This design comes from an exercise in tuning for small area, a short achievable clock period and few clock cycles on the open sky130 flow, not from production work. Power is estimated from default activity; no workload was simulated.

// c2mux_dp
module c2mux_dp (
    input  wire        clk,
    input  wire        rst,           
    input  wire        enc_start,     
    input  wire [63:0] enc_id,        
    input  wire [3:0]  enc_idlen,
    input  wire [7:0]  enc_subid,     
    input  wire        enc_mcast,
    output wire        enc_busy,
    output wire        enc_done,
    output wire [47:0] addr,          
    output wire        addr_valid,
    output wire [2:0]  cfgerr,
    input  wire        smp_valid,
    input  wire [15:0] smp_data,      
    input  wire [31:0] thr,           
    output wire        est_done,
    output wire [39:0] sumsq,
    output wire        est_data       
);
    c2mux_addr_enc u_enc (
        .clk        (clk),
        .rst        (rst),
        .start      (enc_start),
        .id         (enc_id),
        .idlen      (enc_idlen),
        .subid      (enc_subid),
        .mcast      (enc_mcast),
        .busy       (enc_busy),
        .done       (enc_done),
        .addr       (addr),
        .addr_valid (addr_valid),
        .cfgerr     (cfgerr)
    );
    c2mux_act_est #(.N_SPEECH(320)) u_est (
        .clk       (clk),
        .rst       (rst),
        .smp_valid (smp_valid),
        .smp_data  (smp_data),
        .thr       (thr),
        .done      (est_done),
        .sumsq     (sumsq),
        .below     (est_data)
    );
endmodule
Size: about 1700 cells after synthesis, ~270 flip-flops, ~230 I/O pins, roughly 16000 µm² of cells after synthesis.
==> flow/config.mk <==
export PLATFORM = sky130hd
export DESIGN_NAME = c2mux_dp
export DESIGN_NICKNAME = c2mux_dp
export VERILOG_FILES = /design/flow/design.v
export SDC_FILE = /design/flow/constraint.sdc
export NUM_CORES = 4
export LEC_CHECK = 0
export CAP_MARGIN = 20
export CORE_MARGIN = 2
export CORE_UTILIZATION = 60
export CTS_BUF_LIST = sky130_fd_sc_hd__clkbuf_16
export CTS_CLUSTER_DIAMETER = 100
export CTS_CLUSTER_SIZE = 25
export SLEW_MARGIN = 20
==> flow/constraint.sdc <==
create_clock -name core_clock -period 10.0 [get_ports {clk}]
set_input_delay 2.0000 -clock core_clock [delete_from_list [all_inputs] [get_ports {clk}]]
set_output_delay 2.0000 -clock core_clock [all_outputs]
set_load 0.01 [all_outputs]
standard.sh (not shown) runs the stock make flow with config.mk's settings and CLKGATE_MAP_FILE= SYNTH_SCRIPT=/design/flow/synth_recipe.tcl, a recipe that flattens the netlist after the stock synthesis.
==> flow/flow/run.sh <==
#!/bin/bash
# Layout flow: the standard ORFS flow (standard.sh), with two changes to
# how the layout is made:
#  - ports are buffered with sky130_fd_sc_hd__buf_1 instead of the default
#    delay cell chosen by buffer_ports (still one buffer on every port);
#  - timing repair aims for more setup slack than the 10 ns clock needs.
# The clock period, SDC, synthesis, floorplan, power grid and tap cells are
# the standard flow's own. Each tool's output goes to the ORFS logs under orfs/logs and
# to flow.log here.
set -uo pipefail
bash standard.sh \
  BUFFER_PORTS_ARGS="-buffer_cell sky130_fd_sc_hd__buf_1" \
  SETUP_SLACK_MARGIN=6.8 \
  finish > flow.log 2>&1
st=$?
mkdir -p logs
cp -r orfs/logs/. logs/ 2>/dev/null || true
exit $st
Edit:
--- a/flow/design.v
+++ b/flow/design.v
@@ -684,42 +684,42 @@
     assign fs131 = sq0[26] ^ sq1[26] ^ acc_in[26];
     assign fc131 = (sq0[26] & sq1[26]) | (sq0[26] & acc_in[26]) | (sq1[26] & acc_in[26]);
     assign fs132 = sq0[27] ^ sq1[27] ^ acc_in[27];
     assign fc132 = (sq0[27] & sq1[27]) | (sq0[27] & acc_in[27]) | (sq1[27] & acc_in[27]);
     assign fs133 = sq0[28] ^ sq1[28] ^ acc_in[28];
     assign fc133 = (sq0[28] & sq1[28]) | (sq0[28] & acc_in[28]) | (sq1[28] & acc_in[28]);
     assign fs134 = sq0[29] ^ acc_in[29];
     assign fc134 = sq0[29] & acc_in[29];
     assign xy1 = {acc_in[39], acc_in[38], acc_in[37], acc_in[36], acc_in[35], acc_in[34], acc_in[33], acc_in[32], acc_in[31], acc_in[30], fs134, fc132, fc131, fc130, fc129, fc128, fc127, fc126, fc125, fc124, fc123, fc122, fc121, fc120, fc119, fc118, fc117, fc116, fc115, fc114, fc113, fc112, fc111, fc110, fc109, fc108, fc107, fc106, fc105, acc_in[0]};
     assign xy2 = {1'b0, 1'b0, 1'b0, 1'b0, 1'b0, 1'b0, 1'b0, 1'b0, 1'b0, fc134, fc133, fs133, fs132, fs131, fs130, fs129, fs128, fs127, fs126, fs125, fs124, fs123, fs122, fs121, fs120, fs119, fs118, fs117, fs116, fs115, fs114, fs113, fs112, fs111, fs110, fs109, fs108, fs107, fs106, fs105};
     wire        cin    = !clr && c_r;
-    wire [20:0] lo_sum = {1'b0, xy1[19:0]} + {1'b0, xy2[19:0]};
-    wire [21:0] hi_sum = {1'b0, xy1[39:20], 1'b1} + {1'b0, xy2[39:20], cin};
-    wire [39:0] acc_nxt = {hi_sum[20:1], lo_sum[19:0]};
+    wire [16:0] lo_sum = {1'b0, xy1[15:0]} + {1'b0, xy2[15:0]};
+    wire [25:0] hi_sum = {1'b0, xy1[39:16], 1'b1} + {1'b0, xy2[39:16], cin};
+    wire [39:0] acc_nxt = {hi_sum[24:1], lo_sum[15:0]};
     always @(posedge clk) begin
         last_q <= !rst && last_r;
         acc    <= acc_nxt;
-        c_r    <= lo_sum[20];
+        c_r    <= lo_sum[16];
         rst_q  <= rst;
         clr    <= rst || rst_q || last_q;
         fin    <= !rst && last_q;
     end
     wire [4:0] m1 = (k == 3'd7) ? 5'b00000 : (k == 3'd6) ? 5'b00011 : 5'b11111;
     wire [4:0] m4 = (k == 3'd7) ? 5'b00000 : (k == 3'd6) ? 5'b01111 :
                     (k == 3'd0) ? 5'b11100 : 5'b11111;
     wire [4:0] sv = (k == 3'd7) ? 5'd0 : sum_r[9:5];
     wire [4:0] t1 = thr_rot[21:17] & m1;
     wire [4:0] t4 = thr_rot[19:15] & m4;
     wire [6:0] dv = {2'b0, sv} + {2'b0, ~t1} + {2'b0, ~t4} + {5'b0, cy};
     always @(posedge clk) begin
-        sum_r   <= fin ? {acc[39:20] + {19'd0, c_r}, acc[19:0]} : {sum_r[4:0], sum_r[39:5]};
+        sum_r   <= fin ? {acc[39:16] + {23'd0, c_r}, acc[15:0]} : {sum_r[4:0], sum_r[39:5]};
         thr_rot <= last ? thr : {thr_rot[4:0], thr_rot[31:5]};
         cy      <= fin ? 2'd2 : dv[6:5];
         k       <= fin ? 3'd0 : k + 3'd1;
         if (run && k == 3'd7)
             below <= dv[4];
         if (rst) begin
             run  <= 1'b0;
             done <= 1'b0;
         end else begin
             run  <= fin || (run && k != 3'd7);
             done <= run && k == 3'd7;
After rerunning: Total power is higher by 4.2%. Sequential cell count does not change. Worst setup slack gets worse by 190 ps. Global-route usage is lower by 0.82 points. Worst hold slack hardly moves. Design area is higher by 0.48%. Non-clock buffer count is lower by 1.
No run of this note included a check of the RTL's function; only the layout flow was run.

-- separate check: timing with driven ports --
The results above use ideal ports. As a check the final layouts listed here were re-extracted and re-timed, cells and wires unchanged.
Step 1 (the two cells are an assumption about what drives the block):
set clk [get_ports {clk}]
set_driving_cell -lib_cell sky130_fd_sc_hd__clkbuf_16 $clk
set_driving_cell -lib_cell sky130_fd_sc_hd__buf_2 [delete_from_list [all_inputs] $clk]
Step 2 times the ports against the registers' clock, not the clock port: input delays grow and output delays shrink by t, the midpoint of the rising clock arrivals with the driver on.
Slacks: no drivers / after step 1 / after step 2; pairs: no drivers / after step 1.
run | t, ns | slack for setup (ns) | worst setup path at the end | worst slew at a driven data input, ns
the first run | 0.532 | 6.755 / 6.755 / 6.312 | input to register | 0.05
the second run | 0.536 | 6.566 / 6.576 / 6.040 | input to register | 0.07
After both steps every run listed still meets setup and hold. For the second run, which loses most, drivers alone change the setup slack by +0.010 ns; drivers and shift together by -0.526 ns.
